What follows belongs to an exercise in optimizing a design on an open flow for small area, a short achievable clock period and few clock cycles per item; a production flow would make more cautious choices.
No functional check of the RTL was part of any run shown here.
Power figures rest on the tool's default switching activity, not on a simulated workload.

**flow/design.v**
```verilog
module nco_phase_step (
    input  wire        clk,
    input  wire        rst,         
    input  wire        in_valid,
    output wire        in_ready,
    input  wire [63:0] phase_in,
    input  wire [63:0] inc_in,
    output wire        out_valid,
    output reg  [63:0] phase_out,
    output reg  [31:0] p_out
);
    localparam [63:0] NAN64 = 64'h7FF8000000000000;
    localparam [31:0] NAN32 = 32'h7FC00000;
    localparam [53:0] YM1   = {1'b0, 1'b1, 52'h921FB54442D18};    
    localparam [53:0] YM2   = {1'b1, 52'h921FB54442D18, 1'b0};    
    reg         busy_q;
    assign in_ready = ~busy_q;
    wire accept = in_valid & ~busy_q;
    wire [10:0] i_ae = phase_in[62:52];
    wire [10:0] i_be = inc_in[62:52];
    wire [10:0] i_aee = (i_ae == 11'd0) ? 11'd1 : i_ae;
    wire [10:0] i_bee = (i_be == 11'd0) ? 11'd1 : i_be;
    wire [10:0] i_dab = i_aee - i_bee;
    wire [10:0] i_dba = i_bee - i_aee;
    wire in_slow = (i_ae >= 11'd1026) | (i_be >= 11'd1026) |
                   ((phase_in[63] ^ inc_in[63]) &
                    ((i_dab[10:1] == 10'd0) | (i_dba[10:1] == 10'd0)));
    reg         r0_valid, r0_slow;
    reg  [63:0] r0_a, r0_b;
    always @(posedge clk) begin
        r0_valid <= ~rst & accept;
        r0_slow  <= in_slow;
        r0_a     <= phase_in;
        r0_b     <= inc_in;
    end
    wire [10:0] a_e = r0_a[62:52];
    wire [10:0] b_e = r0_b[62:52];
    wire        swap  = r0_b[62:0] > r0_a[62:0];
    wire        equal = r0_b[62:0] == r0_a[62:0];
    wire [62:0] bgo   = swap ? r0_b[62:0] : r0_a[62:0];
    wire [62:0] sml   = swap ? r0_a[62:0] : r0_b[62:0];
    wire        eff_sub = r0_a[63] ^ r0_b[63];
    wire [10:0] a_ee = (a_e == 11'd0) ? 11'd1 : a_e;
    wire [10:0] b_ee = (b_e == 11'd0) ? 11'd1 : b_e;
    wire [10:0] d_ab = a_ee - b_ee;
    wire [10:0] d_ba = b_ee - a_ee;
    wire [10:0] dd   = swap ? d_ba : d_ab;
    reg         r1_valid, r1_nan, r1_slow, r1_sub, r1_zero, r1_s;
    reg  [62:0] r1_big;
    reg  [52:0] r1_small;
    reg  [5:0]  r1_d;
    always @(posedge clk) begin
        r1_valid <= ~rst & r0_valid;
        r1_nan   <= (a_e == 11'h7FF) | (b_e == 11'h7FF);
        r1_slow  <= r0_slow;
        r1_sub   <= eff_sub;
        r1_zero  <= eff_sub & equal;
        r1_s     <= swap ? r0_b[63] : r0_a[63];
        r1_big   <= bgo;
        r1_small <= {sml[62:52] != 11'd0, sml[51:0]};
        r1_d     <= (dd > 11'd63) ? 6'd63 : dd[5:0];
    end
    wire [10:0] b_bge  = r1_big[62:52];
    wire [55:0] big_x  = {b_bge != 11'd0, r1_big[51:0], 3'b000};
    reg  [55:0] al;
    reg         stk;
    integer     lv;
    always @(*) begin
        al  = {r1_small, 3'b000};
        stk = 1'b0;
        for (lv = 0; lv < 6; lv = lv + 1) begin
            if (r1_d[lv]) begin
                stk = stk | ((al & ((56'd1 << (1 << lv)) - 56'd1)) != 56'd0);
                al  = al >> (1 << lv);
            end
        end
    end
    wire [55:0] small_x = {al[55:1], al[0] | stk};
    wire [56:0] raw = r1_sub ? ({1'b0, big_x} - {1'b0, small_x})
                             : ({1'b0, big_x} + {1'b0, small_x});
    reg         r2_valid, r2_nan, r2_slow, r2_zero, r2_s;
    reg  [56:0] r2_raw;
    reg  [10:0] r2_ee;
    always @(posedge clk) begin
        r2_valid <= ~rst & r1_valid;
        r2_nan   <= r1_nan;
        r2_slow  <= r1_slow;
        r2_zero  <= r1_zero;
        r2_s     <= r1_s & ~r1_zero;
        r2_raw   <= raw;
        r2_ee    <= (b_bge == 11'd0) ? 11'd1 : b_bge;
    end
    reg  [52:0] nm;
    reg         ng, nst;
    reg  [11:0] ne;
    always @(*) begin
        if (r2_raw[56]) begin
            nm = r2_raw[56:4]; ng = r2_raw[3]; nst = r2_raw[2] | r2_raw[1] | r2_raw[0];
            ne = {1'b0, r2_ee} + 12'd1;
        end else if (r2_raw[55] || r2_ee == 11'd1) begin
            nm = r2_raw[55:3]; ng = r2_raw[2]; nst = r2_raw[1] | r2_raw[0];
            ne = {1'b0, r2_ee};
        end else begin
            nm = r2_raw[54:2]; ng = r2_raw[1]; nst = r2_raw[0];
            ne = {1'b0, r2_ee} - 12'd1;
        end
    end
    wire        up   = ng & (nst | nm[0]);
    wire [53:0] rm   = {1'b0, nm} + {53'd0, up};
    wire [52:0] c_m  = rm[53] ? rm[53:1] : rm[52:0];
    wire [11:0] c_e  = rm[53] ? ne + 12'd1 : ne;
    wire        c_ovf = (c_e >= 12'd2047);
    reg         r3_valid, r3_nan, r3_slow, r3_s;
    reg  [10:0] r3_e;
    reg  [52:0] r3_m;
    wire e_ge1025 = (r3_e >= 11'd1025);
    wire e_ge1026 = (r3_e >= 11'd1026);
    wire e_ge1027 = (r3_e >= 11'd1027);
    wire loop_n   = ~e_ge1025 & (r3_e > 11'd1) & ~r3_m[52];
    wire loop     = r3_valid & r3_slow & ~r3_nan & (e_ge1027 | loop_n);
    wire [53:0] x   = (e_ge1026 | loop_n) ? {r3_m, 1'b0} : {1'b0, r3_m};
    wire [54:0] dx1 = {1'b0, x} - {1'b0, YM1};
    wire [54:0] dx2 = {1'b0, x} - {1'b0, YM2};
    wire [52:0] r   = (e_ge1025 & ~dx2[54]) ? dx2[52:0] :
                      (e_ge1025 & ~dx1[54]) ? dx1[52:0] : x[52:0];
    always @(posedge clk) begin
        if (loop) begin
            r3_m <= r;
            r3_e <= r3_e - 11'd1;
        end else begin
            r3_nan  <= r2_nan | c_ovf;
            r3_slow <= r2_slow;
            r3_s    <= r2_s;
            r3_e    <= r2_zero ? 11'd1 : c_e[10:0];
            r3_m    <= c_m;
        end
    end
    wire [10:0] ksub = 11'd897 - r3_e;
    reg         r4_valid, r4_nan, r4_s, r4_fm, r4_sub;
    reg  [52:0] r4_r;
    reg  [10:0] r4_eb;
    reg  [4:0]  r4_ks;
    always @(posedge clk) begin
        r4_valid <= ~rst & r3_valid & ~loop;
        r4_nan   <= r3_nan;
        r4_s     <= r3_s;
        r4_fm    <= e_ge1025;
        r4_sub   <= ~e_ge1025 & ~(r3_m[52] & (r3_e >= 11'd897));
        r4_r     <= r;
        r4_eb    <= e_ge1025 ? 11'd1025 : r3_e;
        r4_ks    <= (r3_e <= 11'd871) ? 5'd26 : ksub[4:0];
    end
    reg  [5:0]  lzr;
    integer     j;
    always @(*) begin
        lzr = 6'd53;
        for (j = 0; j < 53; j = j + 1)
            if (r4_r[j]) lzr = 6'd52 - j[5:0];
    end
    wire [5:0]  lz = r4_fm ? lzr : 6'd0;
    wire [52:0] mn = r4_r << lz;
    wire [10:0] en = r4_eb - {5'd0, lz};
    wire [63:0] ph = r4_nan ? NAN64 : {r4_s, mn[52] ? en : 11'd0, mn[51:0]};
    reg  [25:0] ts;
    integer     lv2;
    always @(*) begin
        ts = {r4_r[52:29], r4_r[28], r4_r[27:0] != 28'd0};
        for (lv2 = 0; lv2 < 5; lv2 = lv2 + 1) begin
            if (r4_ks[lv2])
                ts = {26'd0, ts} >> (1 << lv2) |
                     {25'd0, (ts & ((26'd1 << (1 << lv2)) - 26'd1)) != 26'd0};
        end
    end
    wire [25:0] tn  = {mn[52:29], mn[28], mn[27:0] != 28'd0};
    wire [25:0] t   = r4_sub ? ts : tn;
    wire [10:0] e32 = en - 11'd896;
    wire [7:0]  ef  = (~r4_sub & mn[52]) ? e32[7:0] : 8'd0;
    wire        nup = t[1] & (t[0] | t[2]);
    wire [30:0] pb  = {ef, t[24:2]} + {30'd0, nup};
    wire [31:0] pn  = r4_nan ? NAN32 : {r4_s, pb};
    reg r5_valid;
    assign out_valid = r5_valid;
    always @(posedge clk) begin
        r5_valid  <= ~rst & r4_valid;
        phase_out <= ph;
        p_out     <= pn;
    end
    always @(posedge clk) begin
        if (rst) begin
            r3_valid <= 1'b0;
            busy_q   <= 1'b0;
        end else begin
            if (!loop) r3_valid <= r2_valid;
            if (accept & in_slow)
                busy_q <= 1'b1;
            else if (r3_valid & r3_slow & ~loop)
                busy_q <= 1'b0;
        end
    end
endmodule
```
**flow/run.sh**
```bash
#!/bin/bash
# synth_recipe.tcl (not shown) runs the flow's synth.tcl, then flattens the netlist and writes it again
# the make line also repeats each setting of config.mk as NAME=value (left out here)
make -C /OpenROAD-flow-scripts/flow DESIGN_CONFIG=/design/flow/config.mk WORK_HOME=/design/flow/orfs CLKGATE_MAP_FILE= SYNTH_SCRIPT=/design/flow/synth_recipe.tcl finish
```
**flow/config.mk**
```make
export PLATFORM = sky130hd
export DESIGN_NAME = nco_phase_step
export DESIGN_NICKNAME = nco_phase_step
export VERILOG_FILES = /design/flow/design.v
export SDC_FILE = /design/flow/constraint.sdc
export NUM_CORES = 4
export LEC_CHECK = 0
export ABC_AREA = 1
export CAP_MARGIN = 20
export CORE_MARGIN = 2
export CORE_UTILIZATION = 40
export SLEW_MARGIN = 20
```
**flow/constraint.sdc**
```tcl
create_clock -name core_clock -period 25.0 [get_ports {clk}]
set_input_delay 5.0000 -clock core_clock [delete_from_list [all_inputs] [get_ports {clk}]]
set_output_delay 5.0000 -clock core_clock [all_outputs]
set_load 0.01 [all_outputs]
```
==> run notes, run 1 <==
* Yosys warnings at 1
* Worst path cell trace: clkdlybuf4s50_1, inv_1, nand4_1, nor4_1, a21oi_1, inv_1, nor2_1, fa_1, o21ai_0, a21o_1, a21oi_1, o21ai_0, xor2_1, o211ai_1, nor3_1, nand2_1, o32ai_1, nand2_1, o221ai_1, nand2_1, o21ai_0
* DR vias at between 40000 and 50000
* Worst-Margin Slew at 1040 ps
* Clock-pin transition on the worst setup and hold timing paths at 50 ps
* Vias in the first global route at 38500
* Final wirelength at 133000 um
* WS Path Type: input pin to flop
* Fin crit period at 8220 ps
* Final Cell Area at about 46000 um^2
* Worst-skew pair later-pin latency at roughly 660 ps
* Post-Layout Cell Count at 7758
* Initial Util at 0.402
* Share of layout cells above drive strength 1 at 0.0482
* CTS H-tree depth at 3
* Pwr/cell area at 110 nW/um^2
* FF-to-FF End: r2_raw[48]
* NumNets Final at 6703
* Placed insts at approximately 7600
* Cell accounting for the most synthesized area: dfxtp_1
* Flop2flop setup slack at 17380 ps
* I/O pins at 229
* Unrepaired setup endpoints after global routing: no
* # resized after CTS at 0
* Post-synthesis sequential area ratio at 0.280
* Final setup margin at 16780 ps
* Yosys reg bits at 570
* Chip height at around 320 um
* Setup bufs post-CTS at 0
* Largest net degree at the start of global routing at around 140
* Port bufs at 228
* Crit path from: phase_in[54]
* Hold Slack at 329 ps
* Final slew viol count at 0
* Total track usage at 0.250
* Share of the synthesized area in the top cell type at 0.278
* Filler cells at around 11000
* CTS root buf: clkbuf_16
* Max cap viols at 0
* Tot Pwr at 5.08 mW
* Core outline area at 102000 um^2
* Post-Syn Instances at 6319
* CTS Buf Count at 67
* Post-synth EDFFs at 3
* Antenna viol nets, final at 0
* Hold-fix buffer count after cts at 0
* Worst VDD drop at 0.0678 mV
* Crit path to: busy_q
* Period utilization at 0.329
* Final hold vios at 0
* Grt total ovfl at 0
* Slowest-stage cell, CP: clkdlybuf4s50_1
* Max incr delay on CP at 460 ps
* Reg2Reg Launch Point: r1_d[0]
* Setup crit end kind: flop
* First-pass DRT Iterations at 8
* # clock sinks at 570
* Initial antenna violation count at 4
* Initial DRC Count at 3444
* Worst Hold Class: flop to flop
* Post-Route Utilization at 0.454
* Fmax at between 100 and 150 MHz
* R2R depth at 45
* Area Growth Syn to Fin at 12.8%
* Post-synth ARST share at 0
* Leak Pwr at 21.5 nW
* Rel. slew slack at 0.303
* Status: no timing/DRC/antenna violations
* Final setup vio count at 0
* Synth area leaders: dfxtp_1 (28%), nand2_1 (13%), inv_1 (7.2%), ha_1 (7.0%), nand3_1 (7.0%)
* CP max FO at 4
* Number of remaining DRC errors at 0
* Die width at about 320 um
* RePlAce Congestion at between 0.9 and 1
* Dpl cell area at around 44000 um^2
* Die ar. at 105000 um^2
* Clk_skew at between 40 and 50 ps
* Area of the mapped netlist at 40900 um^2
* Startpoint types: input pin
* Net count after synthesis at 6685
* CTS tree: done
* DP Worst Slack at 16090 ps
* Routed length per instance at 17.2 um
* Main flop type after synthesis: dfxtp_1
* Vias per inst at 5.29
* # rows at 117
* CTS Buffer Depth at 3
* Post-DP HPWL at 108000 um
* Required @ worst endpoint at 25570 ps
* WP data arrival at 8790 ps
* First-pass GRT wire length at 210000 um
* Synth cell types at 83
* Mean post-synth cell area at 6.47 um^2
* Final TNS setup at 0 ps
how the worst min path moves through the flow:
| stage | from | to | cells past startpoint |
|---|---|---|---|
| detailed placement | r1_nan | r2_nan | 0 |
| global route | r1_slow | r2_slow | 0 |
| CTS | r1_big[57] | r2_ee[5] | 0 |
| floorplan | r0_slow | r1_slow | 0 |
| finish | r1_slow | r2_slow | 0 |
| global placement | r1_slow | r2_slow | 0 |
cell usage in the layout, fill, tap and decap left out, drive strengths merged, types with 8 or more instances in the layout:
cell type,instances
nand4,77
o21bai,9
a221oi,11
clkbuf,83
nor4,54
o22ai,68
nand3,578
ha,229
nor3,100
xor2,172
buf,36
a211oi,8
a31oi,45
nand2,1422
clkinv,29
a21oi,394
nand3b,15
inv,810
o21ai,599
o21a,11
mux2i,53
xnor2,31
clkdlybuf4s50,228
nor2,562
o32ai,12
o31ai,29
or2,35
dfxtp,567
o221ai,22
o211ai,25
cell usage after synthesis (all sizes together), types with 31 or more instances:
library cell  count
a21oi           394
a31oi            45
buf             100
clkbuf          215
dfxtp           567
ha              229
inv             805
mux2i            53
nand2          1422
nand3           578
nand4            77
nor2            562
nor3            100
nor4             54
o21ai           599
o22ai            68
or2              35
xnor2            31
xor2            172
critical path: cells and delay by family:
family,cells,cell delay (ps)
AO/OA/AOI/OAI,9,1460
AND/OR/NAND/NOR,7,1010
buffers and inverters,3,720
adder cells (fa/ha/maj),1,400
XOR/XNOR,1,190
where the power goes:
group / total [mW] / internal [mW] / switching, mW
clock network: 1.03 / 0.603 / 0.423
logic: 2.73 / 0.873 / 1.86
registers: 1.33 / 1.16 / 0.167
kinds of logic (layout without fill, tap and decap cells):
family / Yosys count / after routing / synth area share
muxes: 55 / 55 / 0.0135
AOI/OAI and AO/OA: 1279 / 1279 / 0.179
and+or+nand+nor: 2849 / 2849 / 0.300
adders and majority gates: 235 / 235 / 0.0730
DFF: 570 / 570 / 0.280
buffers and inverters: 1128 / 1198 / 0.110
xor gates and xnor gates: 203 / 203 / 0.0435
other: 0 / 1 / 0
routing by layer:
layer	GRT usage	part of all wire	up-vias	wire (um)
li1	-	-	20900	-
met4	0.0724	0.026	0	3430
met1	0.346	0.47	18800	63000
met2	0.404	0.45	1158	59500
met3	0.0307	0.056	195	7460
met5	0	0	-	0
registers in the layout, summed over array words and instances (netlist names), 5 cells and up:
| signal | cells |
|---|---|
| p_out | 31 |
| phase_out | 64 |
| r0_a | 64 |
| r0_b | 64 |
| r1_big | 63 |
| r1_d | 6 |
| r1_small | 53 |
| r2_ee | 11 |
| r2_raw | 57 |
| r3_e | 11 |
| r3_m | 53 |
| r4_eb | 11 |
| r4_ks | 5 |
| r4_r | 53 |
cell type report:
class	count	area, um^2	area share
timing repair buffer	264	2560	0.0554
clock inverter	38	541	0.0117
antenna	1	2.50	0.0000543
sequential	570	11400	0.248
multi-input combinational	4621	25000	0.542
clock buffer	83	1820	0.0394
tap	1368	1710	0.0371
inverter	813	3060	0.0663
==> run 2: changes to the inputs <==
--- a/flow/config.mk
+++ b/flow/config.mk
@@ -6,5 +6,4 @@
 export NUM_CORES = 4
 export LEC_CHECK = 0
-export ABC_AREA = 1
 export CAP_MARGIN = 20
 export CORE_MARGIN = 2
==> run 2 against run 1 <==
  * Synthesized cell count is 11% lower
  * Maximum frequency down 4.2%
  * Highest routed layer is now met5
  * Core utilization decreased by 0.37 points
  * Sequential cell count is the same
  * Combinational power hardly changed
  * Clock skew fell by 12 ps
  * Worst hold slack is essentially flat
  * Largest cell class unchanged
==> run notes, run 2 <==
* Status: no timing/DRC/antenna violations
* Largest net degree at the start of global routing at 91 (-33%)
* Filler cells at 10900 (+0.037%)
* Reg2Reg Launch Point: r3_e[1]
* Worst VDD drop at 0.0615 mV (-9.3%)
* Required @ worst endpoint at 25530 ps (-40 ps)
* Crit path top cell by count: a21oi_1
* Period utilization at 0.343 (+0.0145)
* FF-to-FF End: r3_m[25]
* Chip height at 334 um (+3.1%)
* DR vias at 42200 (+2.8%)
* M2 GR Usage at 0.448 (+0.0442)
* Clk_skew at 32.8 ps (-11.8 ps)
* Max incr delay on CP at 640 ps (+180 ps)
* CTS tree: done
* Final setup vio count at 0 (unchanged)
* Worst-Margin Slew at 1170 ps (+136 ps)
* I/O pins at 229 (unchanged)
* Final slew viol count at 0 (unchanged)
* # resized after CTS at 0 (unchanged)
* Global-route met1 utilization at 0.355 (+0.00893)
* Antenna viol nets, final at 0 (unchanged)
* Synth cell types at 114 (+37%)
* Clock-pin transition on the worst setup and hold timing paths at 60 ps (about the same)
* Cell accounting for the most synthesized area: dfxtp_1
* Crit path to: busy_q
* # diodes at 0 (-1)
* CTS Buf Count at 68 (+1.5%)
* Area Growth Syn to Fin at 12.1%
* Post-synth EDFFs at 3 (unchanged)
* Mean post-synth cell area at 7.78 um^2 (+20%)
* Share of the synthesized area in the top cell type at 0.261 (-0.0168)
* # clock sinks at 570 (unchanged)
* Yosys warnings at 1 (unchanged)
* CTS root buf: clkbuf_16
* Flop2flop setup slack at 17240 ps (-140 ps)
* Initial Util at 0.401 (-0.000950)
* Post-DP HPWL at 121000 um (+12%)
* Setup bufs post-CTS at 0 (unchanged)
* Worst-skew pair later-pin latency at 660 ps (about the same)
* Yosys reg bits at 570 (unchanged)
* R2R depth at 24 (-47%)
* Crit path from: inc_in[53]
* Seq. cell area at 11500 um^2 (about the same)
* Area of the multi-input gates at 29500 um^2 (+18%)
* Share of layout cells above drive strength 1 at 0.0758 (+0.0276)
* Core outline area at 108000 um^2 (+6.7%)
* Leak Pwr at 20.4 nW (-5.2%)
* CTS Buffer Depth at 3 (unchanged)
* Port bufs at 228 (unchanged)
* CP max FO at 6 (+2)
* Setup crit end kind: flop
* Number of remaining DRC errors at 0 (unchanged)
* # rows at 121 (+3.4%)
* NumNets Final at 5932 (-12%)
* Most common cell after layout, fill and taps aside: nand2_1
* Routed length per instance at 22.3 um (+30%)
* Count leader, synth: nand2_1
* Slowest-stage cell, CP: clkdlybuf4s50_1
* Post-Layout Cell Count at 7033 (-9.3%)
* CTS H-tree depth at 3 (unchanged)
* Net count after synthesis at 5961 (-11%)
* Placed insts at 6910 (-9.5%)
* WS Path Type: input pin to flop
* WP data arrival at 9110 ps (+320 ps)
* Final wirelength at 157000 um (+18%)
* Unrepaired setup endpoints after global routing: no
* GR Util met3 at 0.0391 (+0.00843)
* Startpoint types: input pin
* Max cap viols at 0 (unchanged)
* Main flop type after synthesis: dfxtp_1
* Total track usage at 0.273 (+0.0234)
* Largest regs: phase_out (64), r0_a (64), r0_b (64)
* Tot Pwr at 5.27 mW (+3.7%)
* Grt total ovfl at 0 (unchanged)
* Area of the mapped netlist at 43500 um^2 (+6.4%)
* Worst path cell trace: clkdlybuf4s50_1, nor3_1, a41oi_1, nand2_1, fa_1, a21o_1, a21oi_1, o21bai_1, a21oi_1, nor2b_1, o21a_1, o21ai_0, nand2b_1, a21oi_1, xnor2_1, nor4_1, or4_1, a21o_1
* First-pass DRT Iterations at 6 (-2)
* Final TNS setup at 0 ps (unchanged)
* Vias per inst at 6.00 (+13%)
* Most frequent cells after synthesis: nand2_1 (660), dfxtp_1 (567), nor2_1 (453)
* Post-synth ARST share at 0 (unchanged)
* RePlAce Congestion at 0.994 (+3.0%)
* Post-synthesis sequential area ratio at 0.263 (-0.0169)
* Post-Syn Instances at 5595 (-11%)
* Fmax at 117 MHz (-4.2%)
* Vias in the first global route at 40200 (+4.5%)
* Fin crit period at 8580 ps (+362 ps)
* Rel. slew slack at 0.209 (-0.0943)
* Initial DRC Count at 3991 (+16%)
* Pwr/cell area at 108 nW/um^2 (-2.1%)
* Die width at 334 um (+3.1%)
* Initial antenna violation count at 1 (-3)
* First-pass GRT wire length at 241000 um (+15%)
* Hold-fix buffer count after cts at 0 (unchanged)
* Synth area leaders: dfxtp_1 (26%), ha_1 (6.6%), nand2_1 (5.7%), mux2i_1 (5.6%), o21ai_0 (4.6%)
* Busiest grt layer: met2
* Commonest non-fill, non-tap cells in the layout: nand2_1 (659), dfxtp_1 (560), nor2_1 (451)
* Worst Hold Class: flop to flop
* Die ar. at 111000 um^2 (+6.4%)
* Final hold vios at 0 (unchanged)
-- run 2: area by class of cell --
type,instances,area share
clock buffer,90,0.0388
clock inverter,33,0.00843
inverter,291,0.0224
multi-input combinational,4348,0.603
sequential,570,0.235
tap,1414,0.0363
timing repair buffer,287,0.0558
-- run 2: worst min path at each step --
stage	startpoint	endpoint	slack, ps	depth (start not counted)
after floorplan	r0_slow	r1_slow	310	0
after global placement	r1_slow	r2_slow	310	0
after detailed placement	r1_slow	r2_slow	320	0
after CTS	r1_slow	r2_slow	330	0
after global routing	r0_slow	r1_slow	340	0
final	r1_slow	r2_slow	330	0
-- run 2: kinds of logic after synthesis --
kind of cell    synth area share
flops                      0.263
buf+inv                   0.0618
xor+xnor                  0.0463
fa+ha+maj                 0.0686
compound gates             0.243
simple gates               0.205
mux                        0.112
-- run 2: where the power goes --
group	switching (mW)	internal, mW	leakage [nW]	total (mW)
clock network	0.419	0.603	1.13	1.02
registers	0.340	1.16	4.80	1.50
logic	1.71	1.04	14.5	2.75
-- run 2: per-stage QoR --
stage | util | worst slack [ps] | hold slack (ps) | cell area (um^2)
after floorplan | - | 16890 | 310 | 43500
after global placement | 0.429 | 15850 | 311 | 46500
after detailed placement | 0.429 | 15820 | 317 | 46500
after CTS | 0.450 | 16480 | 334 | 48800
after global routing | 0.450 | 16240 | 339 | 48800
final | 0.450 | 16420 | 329 | 48800
-- run 2: metal layers --
layer / vias up / wire length, um / share of wire
li1: 20200 / - / -
met1: 20000 / 67500 / 0.43
met2: 1645 / 71700 / 0.46
met3: 393 / 10400 / 0.066
met4: 2 / 7450 / 0.047
met5: - / 8 / 0.000051
-- run 2: critical path: cells and delay by family --
kind / cells / cell delay, ps
AND/OR/NAND/NOR: 6 / 1010
buffers and inverters: 1 / 640
AO/OA/AOI/OAI: 9 / 1890
XOR/XNOR: 1 / 140
adder cells (fa/ha/maj): 1 / 420

-- afterwards: timing with drivers on the ports --
In the flow no input, the clock included, has a driving cell. The finished layouts below were timed again as built, in two steps. Step 1: set_driving_cell puts a clkbuf_16 on clk and a buf_2 on each other input, an assumption about the parent block. Step 2 moves the port delays by t, midway between the first and last clock arrival at a register: inputs arrive t later, outputs are due t later. That takes back most of the time a late clock gives input paths. Three values: ideal, step 1, step 2; two values: the first two.
| run | t, ns | slack for setup (ns) | worst setup path after step 2 | cell pins on the clock port's net |
|---|---|---|---|---|
| run 1 | 0.710 | 16.781 / 16.825 / 16.115 | input to register | 1 |
| run 2 | 0.712 | 16.419 / 16.469 / 15.756 | input to register | 1 |
After both steps every run listed still meets setup and hold. The setup slack of run 1, which loses most, moves by +0.044 ns with the drivers and by -0.666 ns with both steps.
